Background: an optimization exercise with open tools, aiming at small area, a short achievable clock period and few clock cycles per item. Do not read the settings as production practice. No functional check of the RTL was part of any run shown here. Power is estimated from default activity; no workload was simulated.

**flow/config.mk**
```make
export PLATFORM = sky130hd
export DESIGN_NAME = spi_i2c_ctrl
export DESIGN_NICKNAME = spi_i2c_ctrl
export VERILOG_FILES = /design/flow/design.v
export SDC_FILE = /design/flow/constraint.sdc
export NUM_CORES = 4
export LEC_CHECK = 0
export CAP_MARGIN = 20
export CORE_MARGIN = 2
export CORE_UTILIZATION = 40
export CTS_BUF_LIST = sky130_fd_sc_hd__clkbuf_8
export SETUP_SLACK_MARGIN = 4.5
export SLEW_MARGIN = 20
```
**flow/constraint.sdc**
```tcl
create_clock -name core_clock -period 8.0 [get_ports {clk}]
set_input_delay 1.6000 -clock core_clock [delete_from_list [all_inputs] [get_ports {clk}]]
set_output_delay 1.6000 -clock core_clock [all_outputs]
set_load 0.01 [all_outputs]
```
**flow/design.v**
```verilog
module spi_i2c_ctrl #(
    parameter [23:0] CORE_CLOCK_HZ = 24'd16000000    
) (
    input             clk,
    input             rst,
    input             cmd_valid,
    input      [31:0] cmd,
    output            cmd_ready,
    output reg        rsp_valid,
    output      [7:0] result_code,
    output reg  [7:0] result_value,
    output reg [15:0] ci,
    output            faulted,
    output      [1:0] fault_cause,
    output     [31:0] fault_cmd,
    output            wait_spi,
    output            wait_twi,
    output            wait_settle,
    output reg        cs_drive,
    output reg        cs_level,
    output reg        evt_pindir,
    output reg  [7:0] spcr,
    output      [7:0] spsr,
    output reg  [7:0] spdr_tx,
    output reg  [7:0] spdr_rx,
    output      [7:0] twcr,
    output      [7:0] twsr,
    output reg  [7:0] twbr,
    output      [7:0] twar,
    output reg  [7:0] twdr,
    output reg        spi_pending,
    output reg  [1:0] twi_pending,
    input             spi_step,
    input       [7:0] spi_step_byte,
    input             twi_step,
    input       [4:0] twi_step_status,
    input       [7:0] twi_step_byte,
    input             twi_settle,
    input       [4:0] twi_settle_status
);
    localparam [7:0] OP_SPI_VALIDATE  = 8'h01;
    localparam [7:0] OP_SPI_LOOKUP    = 8'h02;
    localparam [7:0] OP_SPI_CONFIGURE = 8'h03;
    localparam [7:0] OP_SPI_SELECT    = 8'h04;
    localparam [7:0] OP_SPI_DESELECT  = 8'h05;
    localparam [7:0] OP_SPI_TRANSFER  = 8'h06;
    localparam [7:0] OP_SPI_SEND      = 8'h07;
    localparam [7:0] OP_I2C_INIT      = 8'h10;
    localparam [7:0] OP_I2C_OWNADDR   = 8'h11;
    localparam [7:0] OP_I2C_START     = 8'h12;
    localparam [7:0] OP_I2C_ADDRESS   = 8'h13;
    localparam [7:0] OP_I2C_SEND      = 8'h14;
    localparam [7:0] OP_I2C_READACK   = 8'h15;
    localparam [7:0] OP_I2C_READNACK  = 8'h16;
    localparam [7:0] OP_I2C_STOP      = 8'h17;
    localparam [7:0] OP_I2C_STATUS    = 8'h18;
    localparam [2:0] E_OK         = 3'd0;
    localparam [2:0] E_INV_MODE   = 3'd1;
    localparam [2:0] E_SPEED      = 3'd2;
    localparam [2:0] E_NULL_CFG   = 3'd3;
    localparam [2:0] E_BAD_ADDR   = 3'd4;
    localparam [2:0] E_BAD_DIR    = 3'd5;
    localparam [2:0] E_BAD_RATE   = 3'd6;
    localparam [2:0] E_BAD_CS     = 3'd7;
    localparam [2:0] BUS_IDLE  = 3'd0;
    localparam [2:0] BUS_START = 3'd1;
    localparam [2:0] BUS_ADDRW = 3'd2;
    localparam [2:0] BUS_ADDRR = 3'd3;
    localparam [2:0] BUS_DATA  = 3'd4;
    localparam [2:0] BUS_STOPP = 3'd5;
    localparam [1:0] TP_NONE  = 2'd0;
    localparam [1:0] TP_START = 2'd1;
    localparam [1:0] TP_BYTE  = 2'd2;
    localparam [23:0] HZ_MIN = 24'd30304;
    localparam [23:0] HZ_MAX = 24'd1000000;
    localparam [19:0] REM0   = 20'd15625;
    reg         idle;        
    reg         w_spi;       
    reg         w_twi;       
    reg         w_set;       
    reg         div;         
    reg  [1:0]  fcause;      
    reg  [31:0] cmd_r;       
    reg  [2:0]  bus;
    reg  [2:0]  rcode;
    reg         spif, wcol, spi2x;
    reg         twint, twea, twsta, twsto, twwc, twen;
    reg  [4:0]  tws;
    reg  [6:0]  twar_r;
    reg  [19:0] rem;         
    reg  [8:0]  quo;         
    wire flt = fcause[1] | fcause[0];
    assign cmd_ready   = idle;
    assign faulted     = flt;
    assign fault_cause = fcause;
    assign fault_cmd   = cmd_r & {32{flt}};
    assign wait_spi    = w_spi;
    assign wait_twi    = w_twi;
    assign wait_settle = w_set;
    assign result_code = {5'b00000, rcode};
    assign spsr        = {spif, wcol, 5'b00000, spi2x};
    assign twcr        = {twint, twea, twsta, twsto, twwc, twen, 1'b0, 1'b0};
    assign twsr        = {tws, 3'b000};         
    assign twar        = {twar_r, 1'b0};
    wire [7:0]  op   = cmd[7:0];
    wire [7:0]  fa   = cmd[15:8];
    wire [7:0]  fb   = cmd[23:16];
    wire [23:0] hz   = cmd[31:8];
    reg  [23:0] op_mask;
    reg         op_known;
    always @(*) begin
        op_known = 1'b1;
        case (op)
            OP_SPI_VALIDATE:  op_mask = 24'hFDFF00;
            OP_SPI_LOOKUP:    op_mask = 24'hFFFCFC;
            OP_SPI_CONFIGURE: op_mask = 24'hE00000;
            OP_SPI_SELECT,
            OP_SPI_DESELECT,
            OP_SPI_TRANSFER,
            OP_SPI_SEND,
            OP_I2C_SEND:      op_mask = 24'hFFFF00;
            OP_I2C_INIT:      op_mask = 24'h000000;
            OP_I2C_OWNADDR:   op_mask = 24'hFFFF80;
            OP_I2C_ADDRESS:   op_mask = 24'hFF0000;
            OP_I2C_START,
            OP_I2C_READACK,
            OP_I2C_READNACK,
            OP_I2C_STOP,
            OP_I2C_STATUS:    op_mask = 24'hFFFFFF;
            default: begin
                op_mask  = 24'hFFFFFF;
                op_known = 1'b0;
            end
        endcase
    end
    wire legal = op_known && ((cmd[31:8] & op_mask) == 24'd0);
    wire div_ok = cmd[25] ? (fa == 8'd2 || fa == 8'd8 || fa == 8'd32 || fa == 8'd64)
                          : (fa == 8'd4 || fa == 8'd16 || fa == 8'd64 || fa == 8'd128);
    wire [1:0] div_class = (fa == 8'd2 || fa == 8'd4)  ? 2'd0 :
                           (fa == 8'd8 || fa == 8'd16) ? 2'd1 :
                           (fa == 8'd32)               ? 2'd2 : 2'd3;
    wire [7:0] cfg_pattern = {cmd[27], 1'b1, cmd[26], cmd[24], fb[1:0], div_class};
    wire hz_ok    = (hz >= HZ_MIN) && (hz <= HZ_MAX);
    wire addr_bad = (fa == 8'd0) || fa[7];
    wire dir_bad  = (fb[7:1] != 7'd0);
    wire       stopp   = (bus == BUS_STOPP);
    wire       hold_set = stopp & twsto;         
    wire [2:0] bus_eff = stopp ? BUS_IDLE : bus;
    reg seq_ok;
    always @(*) begin
        case (op)
            OP_I2C_START:    seq_ok = (bus_eff == BUS_IDLE) || (bus_eff == BUS_DATA);
            OP_I2C_ADDRESS:  seq_ok = (bus_eff == BUS_START);
            OP_I2C_SEND:     seq_ok = (bus_eff == BUS_ADDRW) || (bus_eff == BUS_DATA);
            OP_I2C_READACK,
            OP_I2C_READNACK: seq_ok = (bus_eff == BUS_ADDRR) || (bus_eff == BUS_DATA);
            default:         seq_ok = (bus_eff == BUS_START) || (bus_eff == BUS_ADDRW) ||
                                      (bus_eff == BUS_ADDRR) || (bus_eff == BUS_DATA);
        endcase
    end
    wire r_start = (cmd_r[2:0] == 3'd2);
    wire r_read  = (cmd_r[2:0] == 3'd5) || (cmd_r[2:0] == 3'd6);
    wire [20:0] dv_t    = {rem, 1'b0};
    wire [21:0] dv_diff = {1'b0, dv_t} - {2'b00, cmd_r[27:8]};
    wire        dv_ge   = ~dv_diff[21];
    wire [19:0] dv_rem  = dv_ge ? dv_diff[19:0] : dv_t[19:0];
    wire        dv_last = quo[8];
    wire [8:0]  dv_q    = {quo[7:0], dv_ge};
    wire [7:0]  br_val  = dv_q[7:0] - 8'd8;
    reg        fin;           
    reg  [2:0] fin_code;
    reg  [7:0] fin_val;
    reg        f_ill, f_seq;   
    reg        go_spi, go_twi, go_set, go_div, div_start;
    reg        body;          
    reg  [2:0] body_op;       
    reg        wr_cfg, wr_cs, wr_twar, wr_spdr, spi_rd, init_done, bus_idle;
    always @(*) begin
        fin = 1'b0; fin_code = E_OK; fin_val = 8'h00;
        f_ill = 1'b0; f_seq = 1'b0;
        go_spi = 1'b0; go_twi = 1'b0; go_set = 1'b0; go_div = 1'b0; div_start = 1'b0;
        body = 1'b0; body_op = op[2:0];
        wr_cfg = 1'b0; wr_cs = 1'b0; wr_twar = 1'b0; wr_spdr = 1'b0; spi_rd = 1'b0;
        init_done = 1'b0; bus_idle = 1'b0;
        if (idle) begin
            if (cmd_valid) begin
                if (!legal) begin
                    f_ill = 1'b1;
                end else begin
                    case (op)
                        OP_SPI_VALIDATE: begin
                            fin = 1'b1;
                            if (!div_ok) fin_code = E_SPEED;
                        end
                        OP_SPI_LOOKUP: begin
                            fin = 1'b1;
                            fin_val = {4'b0000, fb[1:0], fa[1:0]};
                        end
                        OP_SPI_CONFIGURE: begin
                            fin = 1'b1;
                            if (!cmd[28])
                                fin_code = E_NULL_CFG;
                            else if (!div_ok)
                                fin_code = E_SPEED;
                            else if (fb > 8'd3)
                                fin_code = E_INV_MODE;
                            else begin
                                wr_cfg  = 1'b1;
                                fin_val = cfg_pattern;
                            end
                        end
                        OP_SPI_SELECT, OP_SPI_DESELECT: begin
                            fin = 1'b1;
                            if (fa != 8'd0) fin_code = E_BAD_CS;
                            else            wr_cs = 1'b1;
                        end
                        OP_SPI_TRANSFER, OP_SPI_SEND: begin
                            wr_spdr = 1'b1;
                            if (spif) begin
                                spi_rd = 1'b1;
                                fin = 1'b1;
                                if (!op[0]) fin_val = spdr_rx;
                            end else begin
                                go_spi = 1'b1;
                            end
                        end
                        OP_I2C_INIT: begin
                            if (!hz_ok) begin
                                fin = 1'b1;
                                fin_code = E_BAD_RATE;
                            end else if (!stopp && bus != BUS_IDLE) begin
                                f_seq = 1'b1;
                            end else begin
                                go_div = 1'b1;
                                div_start = 1'b1;
                                go_set = hold_set;
                                bus_idle = ~hold_set;
                            end
                        end
                        OP_I2C_OWNADDR: begin
                            fin = 1'b1;
                            wr_twar = 1'b1;
                        end
                        OP_I2C_STATUS: begin
                            fin = 1'b1;
                            fin_val = {tws, 3'b000};
                        end
                        default: begin
                            if (op == OP_I2C_ADDRESS && addr_bad) begin
                                fin = 1'b1;
                                fin_code = E_BAD_ADDR;
                            end else if (op == OP_I2C_ADDRESS && dir_bad) begin
                                fin = 1'b1;
                                fin_code = E_BAD_DIR;
                            end else if (hold_set) begin
                                go_set = 1'b1;
                            end else if (!seq_ok) begin
                                f_seq = 1'b1;
                                bus_idle = stopp;
                            end else begin
                                body = 1'b1;
                                if (op == OP_I2C_STOP) fin = 1'b1;
                                else                   go_twi = 1'b1;
                            end
                        end
                    endcase
                end
            end
        end else if (div) begin
            if (w_set && twi_settle)
                bus_idle = 1'b1;
            if (dv_last) begin
                if (!w_set || twi_settle) begin
                    fin = 1'b1;
                    fin_val = br_val;
                    init_done = 1'b1;
                end else begin
                    go_div = 1'b1;
                    go_set = 1'b1;
                    div_start = 1'b1;
                end
            end else begin
                go_div = 1'b1;
                go_set = w_set && !twi_settle;
            end
        end else if (w_set) begin
            if (twi_settle) begin
                bus_idle = 1'b1;
                if (r_start) begin
                    body = 1'b1;
                    body_op = 3'd2;
                    go_twi = 1'b1;
                end else begin
                    f_seq = 1'b1;
                end
            end else begin
                go_set = 1'b1;
            end
        end else if (w_spi) begin
            if (spi_step) begin
                spi_rd = 1'b1;
                fin = 1'b1;
                if (!cmd_r[0]) fin_val = spi_step_byte;
            end else begin
                go_spi = 1'b1;
            end
        end else if (w_twi) begin
            if (twi_step) begin
                fin = 1'b1;
                if (r_read) fin_val = twi_step_byte;
                else        fin_val = {twi_step_status, 3'b000};
            end else begin
                go_twi = 1'b1;
            end
        end
    end
    always @(posedge clk) begin
        if (idle)
            cmd_r <= cmd;
        rem <= div_start ? REM0 : dv_rem;
        quo <= div_start ? 9'd1 : dv_q;
    end
    always @(posedge clk) begin
        if (rst) begin
            idle         <= 1'b1;
            w_spi        <= 1'b0;
            w_twi        <= 1'b0;
            w_set        <= 1'b0;
            div          <= 1'b0;
            fcause       <= 2'd0;
            bus          <= BUS_IDLE;
            rsp_valid    <= 1'b0;
            rcode        <= 3'd0;
            result_value <= 8'd0;
            ci           <= 16'd0;
            cs_drive     <= 1'b0;
            cs_level     <= 1'b0;
            evt_pindir   <= 1'b0;
            spcr         <= 8'h00;
            spif         <= 1'b0;
            wcol         <= 1'b0;
            spi2x        <= 1'b0;
            spdr_tx      <= 8'h00;
            spdr_rx      <= 8'h00;
            spi_pending  <= 1'b0;
            twint        <= 1'b0;
            twea         <= 1'b0;
            twsta        <= 1'b0;
            twsto        <= 1'b0;
            twwc         <= 1'b0;
            twen         <= 1'b0;
            tws          <= 5'b11111;
            twbr         <= 8'h00;
            twar_r       <= 7'h7F;
            twdr         <= 8'hFF;
            twi_pending  <= TP_NONE;
        end else begin
            idle  <= (idle & ~cmd_valid) | fin;
            w_spi <= go_spi;
            w_twi <= go_twi;
            w_set <= go_set;
            div   <= go_div;
            if (f_ill) fcause[0] <= 1'b1;
            if (f_seq) fcause[1] <= 1'b1;
            rsp_valid  <= fin;
            evt_pindir <= wr_cfg & cmd[24];
            if (fin) begin
                rcode        <= fin_code;
                result_value <= fin_val;
                ci           <= ci + 16'd1;
            end
            if (spi_step) begin
                spdr_rx     <= spi_step_byte;
                spif        <= 1'b1;
                spi_pending <= 1'b0;
            end
            if (twi_step) begin
                tws <= twi_step_status;
                if (twi_pending == TP_BYTE)
                    twdr <= twi_step_byte;
                twint       <= 1'b1;
                twi_pending <= TP_NONE;
            end
            if (twi_settle) begin
                twsto <= 1'b0;
                tws   <= twi_settle_status;
            end
            if (wr_cfg) begin
                spcr  <= cfg_pattern;
                spi2x <= cmd[25];
            end
            if (wr_cs) begin
                cs_drive <= 1'b1;
                cs_level <= op[0];
            end
            if (wr_spdr) begin
                spdr_tx <= fa;
                if (spi_pending)
                    wcol <= 1'b1;
                else if (spcr[6])
                    spi_pending <= 1'b1;
            end
            if (spi_rd) begin
                spif <= 1'b0;
                wcol <= 1'b0;
            end
            if (wr_twar)
                twar_r <= fa[6:0];
            if (bus_idle)
                bus <= BUS_IDLE;
            if (init_done) begin
                twbr  <= br_val;
                twea  <= 1'b0;
                twsta <= 1'b0;
                twsto <= 1'b0;
                twen  <= 1'b1;
            end
            if (body) begin
                twint <= 1'b0;
                twen  <= 1'b1;
                twea  <= (body_op == 3'd5);
                twsta <= (body_op == 3'd2);
                twsto <= (body_op == 3'd7);
                case (body_op)
                    3'd2:    twi_pending <= TP_START;
                    3'd7:    twi_pending <= TP_NONE;
                    default: twi_pending <= TP_BYTE;
                endcase
                if (body_op == 3'd3 || body_op == 3'd4) begin
                    if (twint) begin
                        twdr <= (body_op == 3'd3) ? {fa[6:0], fb[0]} : fa;
                        twwc <= 1'b0;
                    end else begin
                        twwc <= 1'b1;
                    end
                end
                case (body_op)
                    3'd2:    bus <= BUS_START;
                    3'd3:    bus <= fb[0] ? BUS_ADDRR : BUS_ADDRW;
                    3'd7:    bus <= BUS_STOPP;
                    default: bus <= BUS_DATA;
                endcase
            end
        end
    end
endmodule
```
**flow/flow/run.sh**
```bash
#!/bin/bash
set -euo pipefail
export BUFFER_PORTS_ARGS="-buffer_cell sky130_fd_sc_hd__buf_1"
bash standard.sh > standard.log 2>&1
```
**flow/standard.sh**
```bash
#!/bin/bash
# synth_recipe.tcl (not shown) runs the flow's synth.tcl, then flattens the netlist and writes it again
# the make line also repeats each setting of config.mk as NAME=value (left out here)
make -C /OpenROAD-flow-scripts/flow DESIGN_CONFIG=/design/flow/config.mk WORK_HOME=/design/flow/orfs CLKGATE_MAP_FILE= SYNTH_SCRIPT=/design/flow/synth_recipe.tcl "${@:-finish}"
```
==> results of run 1 <==
## through the flow
stage / utilization (%) / setup WS, ps / area (um2) / instances
global placement: 44.9 / 2740 / 10200 / 1499
global route: 52.9 / 3970 / 12000 / 1601
finish: 52.9 / 4030 / 12000 / 1601
CTS: 50.9 / 4050 / 11600 / 1581
floorplan: - / 3570 / 9470 / 1096
detailed placement: 44.9 / 2610 / 10200 / 1499
## how the worst max path moves through the flow
stage	from	endpoint	slack [ps]	cells after the start
after floorplan	cmd[3]	ci[10]$_SDFFE_PP0P_	3570	11
after global placement	cmd[0]	ci[10]$_SDFFE_PP0P_	2740	11
after detailed placement	cmd[0]	ci[10]$_SDFFE_PP0P_	2610	11
after CTS	cmd[7]	ci[7]$_SDFFE_PP0P_	4050	9
after global routing	cmd[7]	twi_pending[0]$_SDFFE_PP0P_	3970	12
final	cmd[20]	twdr[1]$_SDFF_PP1_	4030	10
## layout make-up
type                    count  share of cell area, %
multi-input cells         808                   49.2
flip-flops and latches    166                   30.3
repair buffers            270                   13.1
well taps                 285                   2.97
clock buffers              20                   2.29
inverters                  39                   1.26
clock inverters            12                  0.770
diodes                      1                 0.0208
## metal layers
metal	vias up	part of all wire (%)	global-route usage, %
met1	4376	42	33.3
met3	81	7.9	5.46
li1	4309	-	-
met2	434	46	42.2
met5	-	0.036	0
met4	2	3.8	11.2
## Yosys cell counts (all sizes together), types with 8 or more instances
| cell | instances | area share (%) |
|---|---|---|
| nor2 | 113 | 4.6 |
| nand3 | 23 | 1.3 |
| or3 | 8 | 0.54 |
| a211o | 11 | 1.0 |
| or2 | 17 | 1.1 |
| nor2b | 30 | 2.0 |
| a21oi | 80 | 4.3 |
| nand2 | 88 | 3.6 |
| buf | 37 | 2.6 |
| inv | 39 | 1.6 |
| ha | 25 | 3.4 |
| o211ai | 9 | 0.73 |
| and3 | 11 | 0.74 |
| nand2b | 31 | 2.1 |
| xnor2 | 10 | 0.94 |
| nand3b | 10 | 0.81 |
| mux2 | 13 | 1.6 |
| o21a | 16 | 1.3 |
| dfxtp | 134 | 29 |
| and2 | 12 | 0.81 |
| or4 | 8 | 0.65 |
| o21ai | 33 | 1.8 |
| edfxtp | 32 | 10 |
| o31ai | 11 | 0.89 |
| a21o | 12 | 0.97 |
| nor3 | 29 | 1.6 |
| a31oi | 10 | 0.67 |
| clkbuf | 53 | 2.2 |
| mux2i | 56 | 6.0 |
| o22ai | 8 | 0.54 |
| nor4 | 8 | 0.61 |
## power by group
part,leakage (nW),total (W),internal [W],switching (W)
sequential,1.42,0.00101,0.000953,0.0000576
combinational,2.93,0.000833,0.000366,0.000466
clock,0.198,0.000598,0.000246,0.000352
## what timing repair did
action / in CTS / in global routing
setup endpoints to repair: 112 / 112
pin swaps: 48 / 40
gates resized for setup: 146 / 69
buffers inserted: 43 / 16
cloned: 7 / 3
## state kept, by name, indices dropped and copies added, names as in the netlist, 2 cells and up
name,count
ci,16
fcause,2
spdr_tx,8
result_value,8
cmd_r,32
twar_r,7
spdr_rx,8
twi_pending,2
spcr,8
quo,9
tws,5
bus,3
twdr,8
twbr,8
rcode,3
rem,20
## kinds of logic (layout without fill, tap and decap cells)
group / after synthesis / count (layout)
multiplexers: 69 / 69
other: 1 / 17
AND/OR/NAND/NOR: 416 / 417
XOR/XNOR: 17 / 17
adder cells (fa/ha/maj): 26 / 26
AO/OA/AOI/OAI: 257 / 263
buffers and inverters: 129 / 341
flip-flops: 166 / 166
==> results.yml, run 1 <==
synth:
  synth-edff-count: 32
  synthSimpleGateAreaFrac_pct: 22.9
  synth_xor_xnor_area_share_pct: 1.61
  synth-adder-area-share_pct: 3.59
  synth.yosys.warnings: 1
  synthArstFlopShare_pct: 0
  synth.avg_cell_area_um2: 8.57
  muxShareOfSynthArea_pct: 7.63
  yosys.cell_types.count: 79
  seq_area_frac_synth_pct: 39.3
  synth-compound-area-share_pct: 18.6
  synth_top_family_by_area: "simple AND/OR/NAND/NOR gates"
  number_of_flip_flops_and_latches_in_the_synthesized_netlist: 166
  post_synth_instance_area_mm2: 0.00927
  ys_dominant_reg_cell: "sky130_fd_sc_hd__dfxtp_1"
  synthCells: 1081
power_and_ir_drop:
  static-leakage-power_nw: 4.54
  power.total_w: 0.00244
  power_per_cell_area_mw_per_mm2: 203
  ir_worst_vdd_mv: 0.0954
critical_path:
  r2r_slack_ps: 4570
  number_of_cells_on_the_worst_reg_to_reg_path: 11
  r2r-end: "rem[4]$_SDFF_PP0_"
  timing.critical_path.max_delay_family: "simple AND/OR/NAND/NOR gates"
  timing.critical_path.slowest_cell_delay_ps: 570
  startpoint_type: "primary input"
  crit_path_max_fanout: 8
  cpMaxStageDelayCell: "sky130_fd_sc_hd__or4_4"
  crit_path_cell_trace: "buf_8 -> or4_4 -> or3_4 -> o41ai_4 -> o211ai_1 -> nor4_4 -> buf_6 -> nand3_4 -> mux2i_1 -> or2_4"
  setup.worst_path.class: "primary input to register"
  worst_ep_arrival_time_ps: 4350
  critical_path.endpoint_type: "register"
  worst-path-buf-inv: 2
  worstPathRequired_ps: 8370
  regToRegStartpoint: "cmd_r[9]$_DFFE_PP_"
clock_tree:
  cts_made_buffers: 17
  tritoncts: "done"
  ctsHoldBuffers: 0
  clock_transition_at_the_registers_of_the_reported_paths_ps: 100
  cts.path.max_buffers: 2
  ctsHtreeMaxLevel: 4
  cts_sinks: 166
  clock_insertion_delay_worst_skew_ps: 470
  clockRootBuffer: "sky130_fd_sc_hd__clkbuf_8"
placed_design:
  detailed_place_hpwl_um: 22200
  port-buffer-count: 197
  routability_driven_placement_congestion_ratio: 0.943
timing:
  report.final.hold_viol_count: 0
  worst_pin_slew_ps: 1120
  grt_setup_unrepaired: "yes"
  hold-worst-slack_ps: 454
  timing.final.setup_violations: 0
  maxClockFrequency_mhz: 252
  timing.clock.skew_ps: 18.6
  period_share_pct: 49.7
  layout_min_cycle_time_ps: 3970
  timing.setup.tns_ps: 0
  report.final.slew_viol_count: 0
  slew-limit-headroom_pct: 25.0
grt:
  grt_pass1_vias: 8571
  grt_remaining_overflow: 0
  grt_pass1_wl_um: 48600
  grt_max_degree: 71
  antenna_found_initial: 2
  globalRouteTotalUtil_pct: 25.9
die:
  core_area_mm2: 0.0227
  die_h_um: 156
  placement_rows: 55
  dieArea_mm2: 0.0244
  io_pins: 214
  chipWidth_um: 156
  initial_utilization_pct: 40.8
routing:
  via_count: 9202
  ant_nets: 0
  detail_route.drc_violations: 0
  drt-pass1-iter-count: 7
  vias_per_cell: 5.75
  post_drt_wl_per_cell_um: 20.6
  postRouteWirelength_um: 33000
  number_of_design_rule_violations_left_by_the_first_detailed_router_iteration: 708
cells_and_area:
  mostFrequentLayoutCell: "sky130_fd_sc_hd__buf_1"
  area_delta_synth_final_pct: 29.7
  multi_input_comb_area_mm2: 0.00591
  flip_flop_and_latch_area_mm2: 0.00364
  finalNetCount: 1392
  layout.cells.most_common_list: "sky130_fd_sc_hd__buf_1, sky130_fd_sc_hd__dfxtp_1, sky130_fd_sc_hd__nor2_1"
  share_of_layout_cells_above_drive_strength_1_pct: 21.4
  num-fill-cells: 2142
hold_path:
  hold_startpoint: "quo[7]$_SDFF_PP0_"
  holdCritPathClass: "register to register"
  min_to: "quo[8]$_SDFF_PP0_"
  min_path_cells: 1
outcome:
  outcome: "finished clean"
job:
  timing.max_cap.violations: 0
==> run 2: changes to the inputs <==
--- a/flow/config.mk
+++ b/flow/config.mk
@@ -10,4 +10,4 @@
 export CORE_UTILIZATION = 40
 export CTS_BUF_LIST = sky130_fd_sc_hd__clkbuf_8
-export SETUP_SLACK_MARGIN = 4.5
+export SETUP_SLACK_MARGIN = 5
 export SLEW_MARGIN = 20
==> run 2 against run 1 <==
  * Still clean on timing, DRC and antenna
  * Non-clock buffer count increased by 8
  * Cell count increased by 0.44%
  * Combinational power increased by 7.8%
  * Largest power group unchanged
  * Critical endpoint is now ci[3]$_SDFFE_PP0P_
==> results.yml, run 2 <==
outcome:
  outcome: "finished clean"
synth:
  synthSimpleGateAreaFrac_pct: 22.9
  synth-compound-area-share_pct: 18.6
  synth.avg_cell_area_um2: 8.57
  ys_top_cells_by_count: "sky130_fd_sc_hd__dfxtp_1, sky130_fd_sc_hd__nor2_1, sky130_fd_sc_hd__nand2_1"
  muxShareOfSynthArea_pct: 7.63
  number_of_flip_flops_and_latches_in_the_synthesized_netlist: 166
  synth-adder-area-share_pct: 3.59
  seq_area_frac_synth_pct: 39.3
  synthCells: 1081
  synth.yosys.warnings: 1
  yosys.cell_types.count: 79
  synth-edff-count: 32
  synth_xor_xnor_area_share_pct: 1.61
  dominant_cells_by_area_after_synthesis: "sky130_fd_sc_hd__dfxtp_1, sky130_fd_sc_hd__edfxtp_1, sky130_fd_sc_hd__mux2i_1, sky130_fd_sc_hd__nor2_1, sky130_fd_sc_hd__a21oi_1"
  post_synth_instance_area_mm2: 0.00927
  cell_type_with_the_largest_total_area_after_synthesis: "sky130_fd_sc_hd__dfxtp_1"
  netlist.area_leader.share_pct: 28.9
  synthArstFlopShare_pct: 0
  synth_top_family_by_area: "simple AND/OR/NAND/NOR gates"
  synth_most_common_cell: "sky130_fd_sc_hd__dfxtp_1"
  ys_dominant_reg_cell: "sky130_fd_sc_hd__dfxtp_1"
timing:
  maxClockFrequency_mhz: 247
  timing.clock.skew_ps: 17.4
  report.final.hold_viol_count: 0
  period_share_pct: 50.5
  timing.setup.tns_ps: 0
  slew-limit-headroom_pct: 30.4
  layout_min_cycle_time_ps: 4040
  grt_setup_unrepaired: "yes"
  timing.final.setup_violations: 0
  report.final.slew_viol_count: 0
  worst_pin_slew_ps: 1040
die:
  die_h_um: 156
  dieArea_mm2: 0.0244
  core_area_mm2: 0.0227
  io_pins: 214
  placement_rows: 55
  chipWidth_um: 156
  initial_utilization_pct: 40.8
cells_and_area:
  share_of_layout_cells_above_drive_strength_1_pct: 25.0
  finalNetCount: 1399
  largest_register_ffs: 32
  top_register_by_number_of_flip_flops: "cmd_r"
  num-fill-cells: 2036
  reg_top3: "cmd_r x32, rem x20, ci x16"
  mostFrequentLayoutCell: "sky130_fd_sc_hd__buf_1"
  layout.cells.most_common_list: "sky130_fd_sc_hd__buf_1, sky130_fd_sc_hd__dfxtp_1, sky130_fd_sc_hd__nor2_1"
  area_delta_synth_final_pct: 35.9
clock_tree:
  cts.path.max_buffers: 2
  cts_made_buffers: 17
  cts_sinks: 166
  clock_insertion_delay_worst_skew_ps: 480
  clock_transition_at_the_registers_of_the_reported_paths_ps: 100
  clockRootBuffer: "sky130_fd_sc_hd__clkbuf_8"
  ctsHtreeMaxLevel: 4
  tritoncts: "done"
  ctsHoldBuffers: 0
routing:
  via_count: 9219
  post_drt_wl_per_cell_um: 20.7
  number_of_design_rule_violations_left_by_the_first_detailed_router_iteration: 727
  detail_route.drc_violations: 0
  drt-pass1-iter-count: 6
  postRouteWirelength_um: 33400
  ant_nets: 0
  vias_per_cell: 5.73
placed_design:
  port-buffer-count: 197
  routability_driven_placement_congestion_ratio: 0.916
  detailed_place_hpwl_um: 22000
critical_path:
  crit_path_max_fanout: 8
  timing.critical_path.max_delay_family: "simple AND/OR/NAND/NOR gates"
  critical_path.endpoint_type: "register"
  startpoint_type: "primary input"
  timing.critical_path.slowest_cell_delay_ps: 570
  worst_ep_arrival_time_ps: 4410
  worst-path-buf-inv: 3
  setup.worst_path.class: "primary input to register"
  crit_path_cell_trace: "buf_8 -> or4_4 -> o32ai_2 -> a31oi_1 -> or4b_4 -> or2_0 -> buf_6 -> a21o_4 -> buf_4 -> nor3b_4 -> mux2_4"
  cpMaxStageDelayCell: "sky130_fd_sc_hd__or4b_4"
  worstPathRequired_ps: 8370
power_and_ir_drop:
  ir_worst_vdd_mv: 0.127
  power.total_w: 0.00252
  static-leakage-power_nw: 4.89
  power_per_cell_area_mw_per_mm2: 200
grt:
  grt_max_degree: 78
  grt_pass1_wl_um: 49800
  globalRouteTotalUtil_pct: 26.7
  grt_remaining_overflow: 0
  grt_pass1_vias: 8491
  antenna_found_initial: 2
job:
  timing.max_cap.violations: 0
hold_path:
  holdCritPathClass: "register to register"
## run 2: logic make-up after synthesis
logic type               after synthesis
buffers and inverters                129
AND/OR/NAND/NOR                      416
other                                  1
adder cells (fa/ha/maj)               26
XOR/XNOR                              17
AO/OA/AOI/OAI                        257
multiplexers                          69
flip-flops                           166
## run 2: layer usage
metal	global-route usage, %	part of all wire, %
met1	35.7	44
met3	4.79	6.3
met4	10.0	2.7
met5	0	0.039
met2	43.2	47
## run 2: timing repair
action / 4_1_cts / 5_1_grt
cloned: 11 / 2
pin swaps: 56 / 41
resized for setup: 172 / 175
setup buffers: 54 / 9
endpoints found under the setup margin: 153 / 151
## run 2: where the power goes
part | internal, W | switching (W) | total, W | leakage, nW
registers | 0.000953 | 0.0000603 | 0.00101 | 1.42
clock network | 0.000254 | 0.000358 | 0.000612 | 0.196
logic | 0.000406 | 0.000492 | 0.000898 | 3.28
total | 0.00161 | 0.000910 | 0.00252 | 4.89
## run 2: metrics by stage
step / hold WS [ps] / instances / utilization, % / worst slack (ps) / cell area [um2]
after detailed placement: 439 / 1499 / 44.9 / 2620 / 10200
final: 462 / 1608 / 55.5 / 3960 / 12600
after floorplan: 406 / 1096 / - / 3570 / 9470
after global placement: 439 / 1499 / 44.9 / 2710 / 10200
after CTS: 462 / 1596 / 52.3 / 3950 / 11900
after global routing: 479 / 1608 / 55.5 / 3930 / 12600
## run 2: final timing paths
path,from,to,slack [ps],depth (start not counted)
hold / removal,quo[7]$_SDFF_PP0_,quo[8]$_SDFF_PP0_,460,1
setup / recovery,cmd[7],ci[3]$_SDFFE_PP0P_,3960,11
setup reg to reg,cmd_r[0]$_DFFE_PP_,twdr[5]$_SDFF_PP1_,4870,6
hold reg to reg,quo[7]$_SDFF_PP0_,quo[8]$_SDFF_PP0_,460,1
## run 2: cell type report
type	count	area [um2]	area share [%]
Multi-Input combinational cell	807	6050	48.0
Clock buffer	17	234	1.86
Antenna cell	1	2.50	0.0199
Timing Repair Buffer	278	2000	15.9
Tap cell	285	357	2.83
Inverter	39	156	1.24
Clock inverter	15	141	1.12
Sequential cell	166	3650	29.0
==> run 3: changes to the inputs <==
--- a/flow/design.v
+++ b/flow/design.v
@@ -233,5 +233,4 @@
                             end else begin
                                 go_div = 1'b1;
-                                div_start = 1'b1;
                                 go_set = hold_set;
                                 bus_idle = ~hold_set;
@@ -318,6 +317,6 @@
         if (idle)
             cmd_r <= cmd;
-        rem <= div_start ? REM0 : dv_rem;
-        quo <= div_start ? 9'd1 : dv_q;
+        rem <= (idle | div_start) ? REM0 : dv_rem;
+        quo <= (idle | div_start) ? 9'd1 : dv_q;
     end
     always @(posedge clk) begin
--- a/flow/config.mk
+++ b/flow/config.mk
@@ -6,8 +6,9 @@
 export NUM_CORES = 4
 export LEC_CHECK = 0
+export ABC_AREA = 1
 export CAP_MARGIN = 20
 export CORE_MARGIN = 2
 export CORE_UTILIZATION = 40
 export CTS_BUF_LIST = sky130_fd_sc_hd__clkbuf_8
-export SETUP_SLACK_MARGIN = 5
+export SETUP_SLACK_MARGIN = 3.5
 export SLEW_MARGIN = 20
==> run 3 against run 2 <==
  * Utilization is 9.7 points lower
  * Power is 9.5% lower
  * Setup slack worse by 82 ps
  * Via count is 1.0% lower
  * Cell area is 15% lower
  * Critical endpoint is now result_value[5]$_SDFFE_PP0P_
  * Synthesized cell count is 21% higher
  * First-iteration DRC count is 21% lower
  * Still clean on timing, DRC and antenna
  * Register-to-register slack better by 220 ps
  * Sequential power is 4% lower
==> results.yml, run 3 <==
outcome:
  outcome: "finished clean"
grt:
  antenna_found_initial: 0
  grt_remaining_overflow: 0
  grt_max_degree: 58
  globalRouteTotalUtil_pct: 23.6
  grt_pass1_vias: 8376
  grt_pass1_wl_um: 45000
timing:
  maxClockFrequency_mhz: 243
  grt_setup_unrepaired: "no"
  timing.clock.skew_ps: 17.1
  timing.setup.tns_ps: 0
  slew-limit-headroom_pct: 31.6
  post-route-worst-setup-slack_ps: 3880
  report.final.hold_viol_count: 0
  layout_min_cycle_time_ps: 4120
  report.final.slew_viol_count: 0
  hold-worst-slack_ps: 414
  period_share_pct: 51.5
  timing.final.setup_violations: 0
  worst_pin_slew_ps: 1030
power_and_ir_drop:
  seq_power_share_pct: 42.3
  ir_worst_vdd_mv: 0.0966
  power.share.combinational_pct: 29.2
  clock_power_share_pct: 28.5
  power_per_cell_area_mw_per_mm2: 214
  static-leakage-power_nw: 4.59
  cell_internal_pwr_w: 0.00143
  swShare_pct: 37.1
  netSwitchingPower_w: 0.000848
clock_tree:
  ctsHoldBuffers: 0
  clock_insertion_delay_worst_skew_ps: 480
  cts.path.max_buffers: 2
  clockRootBuffer: "sky130_fd_sc_hd__clkbuf_8"
  cts_sinks: 166
  cts_made_buffers: 17
  ctsHtreeMaxLevel: 4
  clock_transition_at_the_registers_of_the_reported_paths_ps: 100
  tritoncts: "done"
placed_design:
  pre_cts_slack_ps: 2950
  placed_cells: 1780
  port-buffer-count: 197
  detailed_place_hpwl_um: 22600
  routability_driven_placement_congestion_ratio: 0.944
routing:
  detail_route.drc_violations: 0
  postRouteWirelength_um: 29200
  drt-pass1-iter-count: 5
  vias_per_cell: 5.04
  post_drt_wl_per_cell_um: 16.1
  via_count: 9127
  ant_nets: 0
  number_of_design_rule_violations_left_by_the_first_detailed_router_iteration: 574
die:
  die_h_um: 157
  io_pins: 214
  dieArea_mm2: 0.0247
  initial_utilization_pct: 40.3
  core_area_mm2: 0.0233
  placement_rows: 56
  chipWidth_um: 157
synth:
  dominant_cells_by_area_after_synthesis: "sky130_fd_sc_hd__dfxtp_1, sky130_fd_sc_hd__nand2_1, sky130_fd_sc_hd__edfxtp_1, sky130_fd_sc_hd__nor2_1, sky130_fd_sc_hd__inv_1"
  synth.avg_cell_area_um2: 7.16
  ys_dominant_reg_cell: "sky130_fd_sc_hd__dfxtp_1"
  seq_area_frac_synth_pct: 38.9
  netlist.area_leader.share_pct: 28.6
  yosys.cell_types.count: 54
  synth_most_common_cell: "sky130_fd_sc_hd__nand2_1"
  synth-edff-count: 32
  synth.yosys.warnings: 1
  number_of_flip_flops_and_latches_in_the_synthesized_netlist: 166
  ys_top_cells_by_count: "sky130_fd_sc_hd__nand2_1, sky130_fd_sc_hd__nor2_1, sky130_fd_sc_hd__inv_1"
  synthCells: 1309
  synthArstFlopShare_pct: 0
  cell_type_with_the_largest_total_area_after_synthesis: "sky130_fd_sc_hd__dfxtp_1"
  post_synth_instance_area_mm2: 0.00937
cells_and_area:
  mostFrequentLayoutCell: "sky130_fd_sc_hd__nand2_1"
  top_register_by_number_of_flip_flops: "cmd_r"
  share_of_layout_cells_above_drive_strength_1_pct: 5.63
  reg_top3: "cmd_r x32, rem x20, ci x16"
  area_delta_synth_final_pct: 13.6
  layoutNonFillerInstCount: 1812
  layout.cells.most_common_list: "sky130_fd_sc_hd__nand2_1, sky130_fd_sc_hd__buf_1, sky130_fd_sc_hd__nor2_1"
  finalNetCount: 1570
  largest_register_ffs: 32
  insertedDiodeCount: 0
critical_path:
  critical_path.endpoint_type: "register"
  setup.worst_path.class: "primary input to register"
  startpoint_type: "primary input"
  worst_ep_arrival_time_ps: 4500
  worstPathRequired_ps: 8370
  crit_path_max_fanout: 32
hold_path:
  holdCritPathClass: "register to register"
job:
  timing.max_cap.violations: 0
-- run 3: cell count changes after synthesis, sizes merged, moves of 19 or more --
cell	change
nand2	+205
clkbuf	-25
nor2b	-30
o21ai	+51
nand4	+19
nand3	+61
nand2b	-31
a21oi	+25
nor2	+68
inv	+116
mux2i	-56
-- run 3: path summary, 6_finish.rpt --
| path | start | end | slack (ps) | depth (start not counted) |
|---|---|---|---|---|
| worst max-delay path | cmd[1] | result_value[5]$_SDFFE_PP0P_ | 3880 | 17 |
| worst max register to register | idle$_SDFF_PP1_ | result_value[5]$_SDFFE_PP0P_ | 5090 | 7 |
| worst min register to register | quo[7]$_SDFF_PP0_ | quo[8]$_SDFF_PP0_ | 410 | 2 |
| worst min-delay path | quo[7]$_SDFF_PP0_ | quo[8]$_SDFF_PP0_ | 410 | 2 |
-- run 3: routing by layer --
layer | part of all wire, % | GRT usage, % | vias up
li1 | - | - | 4633
met1 | 45 | 31.0 | 4177
met2 | 46 | 38.8 | 266
met3 | 5.8 | 4.02 | 51
met4 | 3.1 | 8.74 | 0
met5 | 0 | 0 | -
-- run 3: power by group through the flow --
| stage | registers, W | clock network (W) | logic [W] |
|---|---|---|---|
| finish | 0.000967 | 0.000650 | 0.000667 |
| global route | 0.000976 | 0.000696 | 0.000751 |
| CTS | 0.000966 | 0.000666 | 0.000664 |
| detailed placement | 0.000984 | 0 | 0.000660 |
| global placement | 0.000984 | 0 | 0.000657 |
| floorplan | 0.000972 | 0 | 0.000502 |
-- run 3: cell families after synthesis --
logic type	count (synthesis)	share of synthesized area, %
flip-flops	166	38.9
buffers and inverters	222	10.5
XOR/XNOR	28	2.62
multiplexers	3	0.360
other	1	0.0400
AND/OR/NAND/NOR	614	29.0
adder cells (fa/ha/maj)	26	3.55
AO/OA/AOI/OAI	249	15.0
-- run 3: worst max-delay path: stages --
cell and delay [ps]:
sky130_fd_sc_hd__buf_1 290, sky130_fd_sc_hd__inv_1 180, sky130_fd_sc_hd__ha_1 290, sky130_fd_sc_hd__nand2_1 100, sky130_fd_sc_hd__nand2_1 50, sky130_fd_sc_hd__nand2_1 50, sky130_fd_sc_hd__nand2_1 50, sky130_fd_sc_hd__nor2_1 100
sky130_fd_sc_hd__nand2_1 60, sky130_fd_sc_hd__nor2_2 200, sky130_fd_sc_hd__nand3_4 110, sky130_fd_sc_hd__nor2_4 330, sky130_fd_sc_hd__nand3_2 420, sky130_fd_sc_hd__nand2_8 320, sky130_fd_sc_hd__inv_2 150, sky130_fd_sc_hd__nor2_1 130
sky130_fd_sc_hd__nor2_1 50
-- run 3: through the flow --
step	total power [W]	utilization (%)	instance area, um2
2_1_floorplan	0.00147	-	9430
5_1_grt	0.00242	45.8	10600
3_5_place_dp	0.00164	43.9	10200
6_report	0.00228	45.8	10600
4_1_cts	0.00230	45.7	10600
3_3_place_gp	0.00164	43.9	10200
-- run 3: area by class of cell --
class / instances / area [um2]
multi-input combinational: 936 / 4820
clock inverter: 15 / 179
timing repair buffer: 204 / 795
sequential: 166 / 3640
tap: 319 / 399
clock buffer: 17 / 234
inverter: 155 / 582
fill: 2483 / 12600
-- run 3: repair_timing --
item	4_1_cts	5_1_grt
endpoints found under the setup margin	5	23
buffers inserted	0	0
cloned	0	0
pin swaps	0	0
gates resized for setup	1	2
==> run 4: changes to the inputs <==
--- a/flow/config.mk
+++ b/flow/config.mk
@@ -9,5 +9,5 @@
 export CAP_MARGIN = 20
 export CORE_MARGIN = 2
-export CORE_UTILIZATION = 40
+export CORE_UTILIZATION = 65
 export CTS_BUF_LIST = sky130_fd_sc_hd__clkbuf_8
 export SETUP_SLACK_MARGIN = 3.5
==> run 4 against run 3 <==
  * Still clean
  * Power shrank 1.9%
  * Cell area shrank 1.8%
  * First-iteration DRC count grew 82%
  * Via count grew 3.9%
  * Clock skew shrank 6.9 ps
  * Area after synthesis is the same
  * Critical path type unchanged
  * Largest power group unchanged
  * Highest routed layer unchanged
==> results.yml, run 4 <==
die:
  core_area_mm2: 0.0140
  die_h_um: 124
  initial_utilization_pct: 67.0
  dieArea_mm2: 0.0154
  chipWidth_um: 124
  placement_rows: 43
  io_pins: 214
placed_design:
  port-buffer-count: 197
  placed_cells: 1641
  routability_driven_placement_congestion_ratio: 0.999
  detailed_place_hpwl_um: 20300
  dpl_cell_area_mm2: 0.0100
critical_path:
  startpoint_type: "primary input"
  worstPathRequired_ps: 8360
  critical_path.endpoint_type: "register"
  crit_path_max_fanout: 32
  setup.worst_path.class: "primary input to register"
  worst_ep_arrival_time_ps: 4480
cells_and_area:
  top_register_by_number_of_flip_flops: "cmd_r"
  mostFrequentLayoutCell: "sky130_fd_sc_hd__nand2_1"
  layout.cells.most_common_list: "sky130_fd_sc_hd__nand2_1, sky130_fd_sc_hd__buf_1, sky130_fd_sc_hd__nor2_1"
  finalInstanceArea_mm2: 0.0105
  num-fill-cells: 1189
  reg_top3: "cmd_r x32, rem x20, ci x16"
  finalNetCount: 1570
  area_delta_synth_final_pct: 11.5
  largest_register_ffs: 32
  layoutNonFillerInstCount: 1673
  insertedDiodeCount: 0
  share_of_layout_cells_above_drive_strength_1_pct: 5.63
clock_tree:
  cts_made_buffers: 17
  clock_insertion_delay_worst_skew_ps: 470
  ctsHtreeMaxLevel: 4
  post-cts-setup-buffer-count: 0
  clockRootBuffer: "sky130_fd_sc_hd__clkbuf_8"
  clock_transition_at_the_registers_of_the_reported_paths_ps: 90
  tritoncts: "done"
  cts_sinks: 166
  cts.path.max_buffers: 2
synth:
  synth.yosys.warnings: 1
  dominant_cells_by_area_after_synthesis: "sky130_fd_sc_hd__dfxtp_1, sky130_fd_sc_hd__nand2_1, sky130_fd_sc_hd__edfxtp_1, sky130_fd_sc_hd__nor2_1, sky130_fd_sc_hd__inv_1"
  ys_dominant_reg_cell: "sky130_fd_sc_hd__dfxtp_1"
  netlist.area_leader.share_pct: 28.6
  seq_area_frac_synth_pct: 38.9
  number_of_flip_flops_and_latches_in_the_synthesized_netlist: 166
  cell_type_with_the_largest_total_area_after_synthesis: "sky130_fd_sc_hd__dfxtp_1"
  synth-edff-count: 32
  synthArstFlopShare_pct: 0
  synth_most_common_cell: "sky130_fd_sc_hd__nand2_1"
  synthCells: 1309
  yosys.cell_types.count: 54
  ys_top_cells_by_count: "sky130_fd_sc_hd__nand2_1, sky130_fd_sc_hd__nor2_1, sky130_fd_sc_hd__inv_1"
  synth.avg_cell_area_um2: 7.16
  post_synth_instance_area_mm2: 0.00937
outcome:
  outcome: "finished clean"
timing:
  timing.clock.skew_ps: 10.3
  slew-limit-headroom_pct: 45.6
  worst_pin_slew_ps: 816
  report.final.hold_viol_count: 0
  timing.final.setup_violations: 0
  timing.setup.tns_ps: 0
  grt_setup_unrepaired: "no"
  maxClockFrequency_mhz: 243
  period_share_pct: 51.4
  layout_min_cycle_time_ps: 4110
  report.final.slew_viol_count: 0
routing:
  detail_route.drc_violations: 0
  met3_wirelength_um: 2400
  ant_nets: 0
  via_count: 9482
  drt-pass1-iter-count: 5
  number_of_design_rule_violations_left_by_the_first_detailed_router_iteration: 1043
  post_drt_wl_per_cell_um: 16.2
  met1_length_um: 11400
  vias_per_cell: 5.67
  postRouteWirelength_um: 27100
  met2WireLength_um: 12400
  route.top_layer_used: "met4"
grt:
  grt_max_degree: 58
  globalRouteTotalUtil_pct: 35.4
  grt_pass1_wl_um: 42000
  grt_pass1_vias: 8405
  antenna_found_initial: 0
  grt_remaining_overflow: 0
power_and_ir_drop:
  static-leakage-power_nw: 4.58
  clock_power_share_pct: 27.2
  power_per_cell_area_mw_per_mm2: 214
  netSwitchingPower_w: 0.000817
  ir_worst_vdd_mv: 0.177
  seq_power_share_pct: 42.9
  power.share.combinational_pct: 29.9
  swShare_pct: 36.5
  cell_internal_pwr_w: 0.00142
hold_path:
  holdCritPathClass: "register to register"
job:
  timing.max_cap.violations: 0
-- run 4: kinds of logic after synthesis --
group	count (synthesis)	synth area share, %
muxes	3	0.360
and+or+nand+nor	614	29.0
DFF	166	38.9
adders and majority gates	26	3.55
AOI/OAI and AO/OA	249	15.0
other	1	0.0400
xor gates and xnor gates	28	2.62
buffers and inverters	222	10.5
-- run 4: critical path, stage by stage --
cell                      delay (ps)
sky130_fd_sc_hd__buf_1           420
sky130_fd_sc_hd__inv_1           160
sky130_fd_sc_hd__ha_1            300
sky130_fd_sc_hd__nand2_1          90
sky130_fd_sc_hd__nand2_1          50
sky130_fd_sc_hd__nand2_1          50
sky130_fd_sc_hd__nand2_1          40
sky130_fd_sc_hd__nor2_1          100
sky130_fd_sc_hd__nand2_1          70
sky130_fd_sc_hd__nor2_2          210
sky130_fd_sc_hd__nand3_4         110
sky130_fd_sc_hd__nor2_4          370
sky130_fd_sc_hd__nand3_4         290
sky130_fd_sc_hd__nand2_8         260
sky130_fd_sc_hd__inv_2           140
sky130_fd_sc_hd__nor2_1          140
sky130_fd_sc_hd__nor2_1           60
-- run 4: what timing repair did --
action,in CTS,in global routing
hold buffers,0,0
gates resized for setup,0,3
endpoints found under the setup margin,0,28
-- run 4: per-stage QoR --
stage / util, % / hold slack, ps / total power (W) / setup slack, ps
floorplan: - / 394 / 0.00147 / 4510
global placement: 71.8 / 399 / 0.00162 / 3160
detailed placement: 71.8 / 403 / 0.00164 / 3030
CTS: 74.6 / 415 / 0.00223 / 3520
global route: 74.7 / 438 / 0.00237 / 3680
finish: 74.7 / 416 / 0.00224 / 3890
-- run 4: power by group through the flow --
stage                     Sequential, W  Combinational, W  Clock, W
final                          0.000961          0.000670  0.000608
after detailed placement       0.000979          0.000657         0
after floorplan                0.000972          0.000502         0
after global routing           0.000970          0.000751  0.000646
after CTS                      0.000961          0.000661  0.000607
after global placement         0.000978          0.000643         0
-- run 4: area by class of cell --
type | instances | area [um2] | share of cell area [%]
inverter | 155 | 582 | 5.57
multi-input combinational | 936 | 4820 | 46.1
sequential | 166 | 3640 | 34.9
clock inverter | 15 | 150 | 1.44
clock buffer | 17 | 234 | 2.24
timing repair buffer | 204 | 793 | 7.59
tap | 180 | 225 | 2.15
-- run 4: path summary, 6_finish.rpt --
path | start | endpoint | slack [ps] | cells after the start
setup reg to reg | idle$_SDFF_PP1_ | result_value[4]$_SDFFE_PP0P_ | 5030 | 11
setup / recovery | cmd[0] | result_value[0]$_SDFFE_PP0P_ | 3890 | 17
hold / removal | quo[7]$_SDFF_PP0_ | quo[8]$_SDFF_PP0_ | 420 | 2
hold reg to reg | quo[7]$_SDFF_PP0_ | quo[8]$_SDFF_PP0_ | 420 | 2
-- run 4: per-layer routing --
layer | vias to the layer above | global-route usage (%)
met5 | - | 0
met4 | 0 | 13.6
met3 | 61 | 7.92
met2 | 490 | 56.1
met1 | 4306 | 47.2
li1 | 4625 | -
==> run 5: changes to the inputs <==
==> flow/flow/run.sh (replaced) <==
#!/bin/bash
set -euo pipefail
export BUFFER_PORTS_ARGS="-buffer_cell sky130_fd_sc_hd__buf_1"
export ADDER_MAP_FILE=
bash standard.sh > standard.log 2>&1
--- a/flow/config.mk
+++ b/flow/config.mk
@@ -6,8 +6,7 @@
 export NUM_CORES = 4
 export LEC_CHECK = 0
-export ABC_AREA = 1
 export CAP_MARGIN = 20
 export CORE_MARGIN = 2
-export CORE_UTILIZATION = 65
+export CORE_UTILIZATION = 40
 export CTS_BUF_LIST = sky130_fd_sc_hd__clkbuf_8
 export SETUP_SLACK_MARGIN = 3.5
==> run 5 against run 4 <==
  * Still clean
  * Highest routed layer unchanged
  * Non-clock buffer count rose by 10
  * Fmax decreased by 4.7%
  * Global-route usage is 12 points lower
  * Power down 18%
  * Flip-flop and latch count is the same
  * Critical endpoint is now twdr[6]$_SDFF_PP1_
==> results.yml, run 5 <==
outcome:
  outcome: "finished clean"
timing:
  report.final.hold_viol_count: 0
  period_share_pct: 54.0
  timing.clock.skew_ps: 18.1
  layout_min_cycle_time_ps: 4320
  worst_pin_slew_ps: 1130
  slew-limit-headroom_pct: 24.3
  report.final.slew_viol_count: 0
  timing.setup.tns_ps: 0
  grt_setup_unrepaired: "no"
  hold-worst-slack_ps: 438
  timing.final.setup_violations: 0
  maxClockFrequency_mhz: 232
synth:
  synth.yosys.warnings: 1
  synth-edff-count: 32
  synth.avg_cell_area_um2: 8.66
  yosys.cell_types.count: 87
  synthSimpleGateAreaFrac_pct: 24.4
  number_of_flip_flops_and_latches_in_the_synthesized_netlist: 166
  synthArstFlopShare_pct: 0
  synth_top_family_by_area: "simple AND/OR/NAND/NOR gates"
  ys_top_cells_by_count: "sky130_fd_sc_hd__nor2_1, sky130_fd_sc_hd__dfxtp_1, sky130_fd_sc_hd__a21oi_1"
  synth_most_common_cell: "sky130_fd_sc_hd__nor2_1"
  synth-adder-area-share_pct: 1.16
  synth-compound-area-share_pct: 16.8
  post_synth_instance_area_mm2: 0.00886
  netlist.area_leader.share_pct: 30.3
  seq_area_frac_synth_pct: 41.1
  muxShareOfSynthArea_pct: 4.70
  synthCells: 1023
  ys_dominant_reg_cell: "sky130_fd_sc_hd__dfxtp_1"
  synth_xor_xnor_area_share_pct: 5.63
  dominant_cells_by_area_after_synthesis: "sky130_fd_sc_hd__dfxtp_1, sky130_fd_sc_hd__edfxtp_1, sky130_fd_sc_hd__nor2_1, sky130_fd_sc_hd__a21oi_1, sky130_fd_sc_hd__mux2i_1"
  cell_type_with_the_largest_total_area_after_synthesis: "sky130_fd_sc_hd__dfxtp_1"
placed_design:
  detailed_place_hpwl_um: 20500
  routability_driven_placement_congestion_ratio: 0.904
  port-buffer-count: 197
routing:
  postRouteWirelength_um: 27900
  ant_nets: 0
  vias_per_cell: 5.46
  via_count: 8082
  number_of_design_rule_violations_left_by_the_first_detailed_router_iteration: 490
  detail_route.drc_violations: 0
  drt-pass1-iter-count: 5
  post_drt_wl_per_cell_um: 18.9
die:
  chipWidth_um: 153
  io_pins: 214
  initial_utilization_pct: 40.7
  core_area_mm2: 0.0218
  placement_rows: 54
  die_h_um: 153
  dieArea_mm2: 0.0234
job:
  timing.max_cap.violations: 0
cells_and_area:
  multi_input_comb_area_mm2: 0.00478
  share_of_layout_cells_above_drive_strength_1_pct: 8.33
  flip_flop_and_latch_area_mm2: 0.00364
  reg_top3: "cmd_r x32, rem x20, ci x16"
  num-fill-cells: 2192
  finalNetCount: 1251
  top_register_by_number_of_flip_flops: "cmd_r"
  area_delta_synth_final_pct: 15.5
  final_core_occ_pct: 47.0
  layout.cells.most_common_list: "sky130_fd_sc_hd__buf_1, sky130_fd_sc_hd__nor2_1, sky130_fd_sc_hd__dfxtp_1"
  mostFrequentLayoutCell: "sky130_fd_sc_hd__buf_1"
  largest_register_ffs: 32
critical_path:
  startpoint_type: "primary input"
  crit_path_max_fanout: 17
  worstPathRequired_ps: 8370
  setup.worst_path.class: "primary input to register"
  critical_path.endpoint_type: "register"
  worst_ep_arrival_time_ps: 4690
grt:
  grt_max_degree: 105
  grt_remaining_overflow: 0
  grt_pass1_wl_um: 43300
  globalRouteTotalUtil_pct: 23.6
  grt_pass1_vias: 7517
  antenna_found_initial: 0
power_and_ir_drop:
  power_per_cell_area_mw_per_mm2: 179
  static-leakage-power_nw: 3.68
  ir_worst_vdd_mv: 0.0963
clock_tree:
  clock_transition_at_the_registers_of_the_reported_paths_ps: 90
  ctsHoldBuffers: 0
  cts.path.max_buffers: 2
  cts_made_buffers: 17
  tritoncts: "done"
  cts_sinks: 166
  ctsHtreeMaxLevel: 4
  clock_insertion_delay_worst_skew_ps: 480
  clockRootBuffer: "sky130_fd_sc_hd__clkbuf_8"
hold_path:
  holdCritPathClass: "register to register"
## run 5: routing by layer
layer	vias up	part of all wire, %	track usage, %
met5	-	0	0
li1	3877	-	-
met1	3899	45	32.1
met4	0	2.4	8.29
met2	261	47	37.6
met3	45	5.7	4.56
## run 5: worst paths after layout
| path | endpoint | startpoint | cells after the start | slack [ps] |
|---|---|---|---|---|
| max | twdr[6]$_SDFF_PP1_ | cmd[19] | 12 | 3680 |
| min | quo[8]$_SDFF_PP0_ | quo[7]$_SDFF_PP0_ | 1 | 440 |
| max reg2reg | rem[14]$_SDFF_PP0_ | cmd_r[8]$_DFFE_PP_ | 11 | 4620 |
| min reg2reg | quo[8]$_SDFF_PP0_ | quo[7]$_SDFF_PP0_ | 1 | 440 |
## run 5: cell type report
type	count	area share [%]
multi-input cells	755	46.7
flip-flops and latches	166	35.6
repair buffers	214	8.72
well taps	280	3.42
clock buffers	19	2.56
clock inverters	13	1.76
inverters	33	1.21
diodes	1	0.0244
## run 5: what timing repair did
action,in CTS,in global routing
pin swaps,1,1
gates cloned,0,0
setup endpoints to repair,39,27
gates resized for setup,5,10
setup buffers,4,3
## run 5: critical path, stage by stage
cell and delay, ps:
sky130_fd_sc_hd__buf_1 110, sky130_fd_sc_hd__or4_1 620, sky130_fd_sc_hd__or3_1 470, sky130_fd_sc_hd__a221oi_2 290, sky130_fd_sc_hd__o2111a_2 240, sky130_fd_sc_hd__buf_4 130
sky130_fd_sc_hd__nor4b_4 250, sky130_fd_sc_hd__o21a_1 200, sky130_fd_sc_hd__nand2_2 200, sky130_fd_sc_hd__a211oi_1 300, sky130_fd_sc_hd__a21oi_1 50, sky130_fd_sc_hd__or2_1 210
## run 5: kinds of logic after synthesis
group / after synthesis
muxes: 41
adders and majority gates: 10
and+or+nand+nor: 418
other: 1
DFF: 166
AOI/OAI and AO/OA: 213
xor gates and xnor gates: 57
buffers and inverters: 117
## run 5: report_power, final
part	internal, W	switching, W
registers	0.000881	0.0000305
logic	0.0000906	0.000153
clock network	0.000355	0.000324
total	0.00133	0.000507
## run 5: metrics by stage
step	power, W	setup slack (ps)	cells	cell area (um2)
floorplan	0.00109	3720	1038	8920
global placement	0.00117	2380	1441	9680
detailed placement	0.00117	2230	1441	9680
CTS	0.00184	3540	1477	10200
global route	0.00190	3510	1480	10200
finish	0.00183	3680	1481	10200
==> run 6: changes to the inputs <==
--- a/flow/config.mk
+++ b/flow/config.mk
@@ -6,4 +6,5 @@
 export NUM_CORES = 4
 export LEC_CHECK = 0
+export ABC_AREA = 1
 export CAP_MARGIN = 20
 export CORE_MARGIN = 2
==> run 6 against run 5 <==
  * Largest power group unchanged
  * Register-to-register slack improved by 240 ps
  * Combinational power rose by 120%
  * Cell count grew 32%
  * Non-clock buffer count is 13 lower
  * Fmax increased by 11%
  * Cell area up 6.8%
  * Global-route usage grew 0.83 points
  * Clock power decreased by 6.3%
  * Setup slack better by 420 ps
==> results.yml, run 6 <==
routing:
  postRouteWirelength_um: 31800
  drt-pass1-iter-count: 5
  detail_route.drc_violations: 0
  post_drt_wl_per_cell_um: 16.2
  ant_nets: 0
  number_of_design_rule_violations_left_by_the_first_detailed_router_iteration: 703
  vias_per_cell: 5.12
  via_count: 10000
cells_and_area:
  share_of_layout_cells_above_drive_strength_1_pct: 5.99
  layout.cells.most_common_list: "sky130_fd_sc_hd__nand2_1, sky130_fd_sc_hd__nor2_1, sky130_fd_sc_hd__buf_1"
  mostFrequentLayoutCell: "sky130_fd_sc_hd__nand2_1"
  reg_top3: "cmd_r x32, rem x20, ci x16"
  finalNetCount: 1686
  largest_register_ffs: 32
  area_delta_synth_final_pct: 13.0
  top_register_by_number_of_flip_flops: "cmd_r"
critical_path:
  setup.worst_path.class: "primary input to register"
  timing.critical_path.max_delay_family: "simple AND/OR/NAND/NOR gates"
  crit_path_cell_trace: "buf_1 -> inv_1 -> nand2_1 -> nand3_2 -> o21ai_2 -> nand2_1 -> nand2_1 -> nand4_4 -> nor2_8 -> nand3_4 -> nand2_4 -> inv_1 -> nand2_1 -> a21oi_1"
  critical_path.endpoint_type: "register"
  critical_path.most_common_cell: "sky130_fd_sc_hd__nand2_1"
  worst-path-buf-inv: 3
  cpMaxStageDelayCell: "sky130_fd_sc_hd__buf_1"
  worst_ep_arrival_time_ps: 4250
  timing.critical_path.slowest_cell_delay_ps: 520
  startpoint_type: "primary input"
  crit_path_max_fanout: 33
  worstPathRequired_ps: 8350
clock_tree:
  ctsHoldBuffers: 0
  clock_insertion_delay_worst_skew_ps: 510
  cts_sinks: 166
  cts.path.max_buffers: 2
  clock_transition_at_the_registers_of_the_reported_paths_ps: 120
  cts_made_buffers: 17
  tritoncts: "done"
  cts_resized: 0
  clockRootBuffer: "sky130_fd_sc_hd__clkbuf_8"
  ctsHtreeMaxLevel: 4
  post-cts-setup-buffer-count: 0
die:
  die_h_um: 159
  dieArea_mm2: 0.0254
  placement_rows: 56
  initial_utilization_pct: 40.9
  chipWidth_um: 159
  core_area_mm2: 0.0236
  io_pins: 214
synth:
  post_synth_instance_area_mm2: 0.00967
  netlist.area_leader.share_pct: 27.8
  synthArstFlopShare_pct: 0
  ys_dominant_reg_cell: "sky130_fd_sc_hd__dfxtp_1"
  synth.yosys.warnings: 1
  synth_most_common_cell: "sky130_fd_sc_hd__nand2_1"
  cell_type_with_the_largest_total_area_after_synthesis: "sky130_fd_sc_hd__dfxtp_1"
  synth-edff-count: 32
  number_of_flip_flops_and_latches_in_the_synthesized_netlist: 166
  dominant_cells_by_area_after_synthesis: "sky130_fd_sc_hd__dfxtp_1, sky130_fd_sc_hd__nand2_1, sky130_fd_sc_hd__edfxtp_1, sky130_fd_sc_hd__nor2_1, sky130_fd_sc_hd__inv_1"
  seq_area_frac_synth_pct: 37.7
  synthCells: 1451
  synth.avg_cell_area_um2: 6.66
  ys_top_cells_by_count: "sky130_fd_sc_hd__nand2_1, sky130_fd_sc_hd__nor2_1, sky130_fd_sc_hd__inv_1"
  yosys.cell_types.count: 55
placed_design:
  port-buffer-count: 197
  pre_cts_slack_ps: 3650
  routability_driven_placement_congestion_ratio: 0.905
  detailed_place_hpwl_um: 24500
power_and_ir_drop:
  swShare_pct: 38.2
  static-leakage-power_nw: 4.73
  seq_power_share_pct: 44.7
  netSwitchingPower_w: 0.000808
  clock_power_share_pct: 30.1
  power_per_cell_area_mw_per_mm2: 193
  ir_worst_vdd_mv: 0.0867
  power.share.combinational_pct: 25.2
  cell_internal_pwr_w: 0.00130
  power.total_w: 0.00211
timing:
  report.final.hold_viol_count: 0
  timing.setup.tns_ps: 0
  post-route-worst-setup-slack_ps: 4100
  timing.clock.skew_ps: 22.0
  maxClockFrequency_mhz: 257
  worst_pin_slew_ps: 1070
  grt_setup_unrepaired: "no"
  timing.final.setup_violations: 0
  report.final.slew_viol_count: 0
  slew-limit-headroom_pct: 28.2
  layout_min_cycle_time_ps: 3900
  period_share_pct: 48.7
hold_path:
  holdCritPathClass: "register to register"
outcome:
  outcome: "finished clean"
grt:
  grt_max_degree: 68
  grt_pass1_wl_um: 49100
  antenna_found_initial: 0
  grt_remaining_overflow: 0
  globalRouteTotalUtil_pct: 24.4
  grt_pass1_vias: 9066
job:
  timing.max_cap.violations: 0
run 6: changes by cell type after synthesis, moves of 20 or more:
cell / before / now
sky130_fd_sc_hd__nand3_1: 19 / 78
sky130_fd_sc_hd__o21ai_0: 28 / 71
sky130_fd_sc_hd__nor2_1: 154 / 231
sky130_fd_sc_hd__nand2_1: 55 / 353
sky130_fd_sc_hd__inv_1: 33 / 180
sky130_fd_sc_hd__clkbuf_1: 50 / 23
sky130_fd_sc_hd__nand4_1: 7 / 27
sky130_fd_sc_hd__nor2b_1: 44 / 0
sky130_fd_sc_hd__xnor2_1: 34 / 10
sky130_fd_sc_hd__nand2b_1: 33 / 0
sky130_fd_sc_hd__a21oi_1: 73 / 112
sky130_fd_sc_hd__mux2i_1: 36 / 0
run 6: worst paths after layout:
| kind | end | start | slack, ps | cells after the start |
|---|---|---|---|---|
| hold reg to reg | quo[8]$_SDFF_PP0_ | quo[7]$_SDFF_PP0_ | 420 | 2 |
| hold / removal | quo[8]$_SDFF_PP0_ | quo[7]$_SDFF_PP0_ | 420 | 2 |
| setup reg to reg | result_value[6]$_SDFFE_PP0P_ | idle$_SDFF_PP1_ | 4860 | 11 |
| setup / recovery | result_value[6]$_SDFFE_PP0P_ | cmd[0] | 4100 | 14 |
run 6: power groups by stage:
| stage | clock network, W | registers [W] | logic (W) |
|---|---|---|---|
| finish | 0.000636 | 0.000944 | 0.000533 |
| global route | 0.000681 | 0.000950 | 0.000602 |
| CTS | 0.000645 | 0.000942 | 0.000528 |
| detailed placement | 0 | 0.000961 | 0.000526 |
| global placement | 0 | 0.000961 | 0.000522 |
| floorplan | 0 | 0.000956 | 0.000386 |
run 6: worst reg2reg max path: cells and delay by family (launching register included):
kind / cells / cell delay, ps
simple gates: 4 / 840
compound gates: 2 / 780
flops: 1 / 320
buf+inv: 5 / 1130
run 6: per-stage QoR:
| step | hold slack [ps] | cell area (um2) | util [%] | std cells |
|---|---|---|---|---|
| finish | 424 | 10900 | 46.3 | 1956 |
| global route | 453 | 10900 | 46.3 | 1954 |
| CTS | 429 | 10900 | 46.2 | 1954 |
| detailed placement | 410 | 10500 | 44.5 | 1922 |
| global placement | 407 | 10500 | 44.5 | 1922 |
| floorplan | 394 | 9720 | - | 1466 |
run 6: metal layers:
metal | vias up | track usage (%) | part of all wire [%]
met5 | - | 0 | 0
met4 | 0 | 8.35 | 2.2
met3 | 52 | 3.93 | 7.1
met2 | 387 | 41.0 | 47
met1 | 4580 | 32.0 | 44
li1 | 4987 | - | -
run 6: final cells by class:
cell class	instances	area (um2)
Fill cell	2579	12700
Multi-Input combinational cell	1048	4990
Clock inverter	15	174
Clock buffer	17	234
Inverter	188	707
Tap cell	319	399
Timing Repair Buffer	201	771
Sequential cell	166	3640
Antenna cell	2	5.00
run 6: cell families after synthesis:
| family | Yosys count | synth area share [%] |
|---|---|---|
| AOI/OAI and AO/OA | 246 | 14.5 |
| other | 1 | 0.0388 |
| xor gates and xnor gates | 23 | 2.08 |
| muxes | 5 | 0.582 |
| DFF | 166 | 37.7 |
| buffers and inverters | 252 | 11.5 |
| and+or+nand+nor | 758 | 33.7 |

separate check: timing with driven ports:
How much do the figures lean on ideal ports? The routed layouts below were timed once more, with nothing changed but the port constraints.
Step 1: set_driving_cell puts a clkbuf_16 on clk and a buf_2 on each other input, an assumption about the parent block.
Step 2 adds t to the input delays and takes it off the output delays; t is the mean of the earliest and latest rising clock arrival at the registers after step 1. Input paths then give back, and output paths get back, about the clock's delay inside the block.
a / b / c = ideal / step 1 / step 2; a / b = the first two.
run	t (ns)	setup WS [ns]	worst setup path after step 2	worst data-port slew with drivers (ns)
run 1	0.512	4.026 / 4.035 / 3.524	input to register	0.07
run 2	0.518	3.959 / 3.958 / 3.441	input to register	0.07
run 3	0.512	3.877 / 3.896 / 3.384	input to register	0.06
run 4	0.510	3.887 / 3.903 / 3.393	input to register	0.06
run 5	0.512	3.682 / 3.704 / 3.192	input to register	0.07
run 6	0.538	4.102 / 4.118 / 3.580	input to register	0.07
After both steps every run listed still meets setup and hold. For run 6, which loses most, drivers alone change the setup slack by +0.016 ns; drivers and shift together by -0.522 ns.
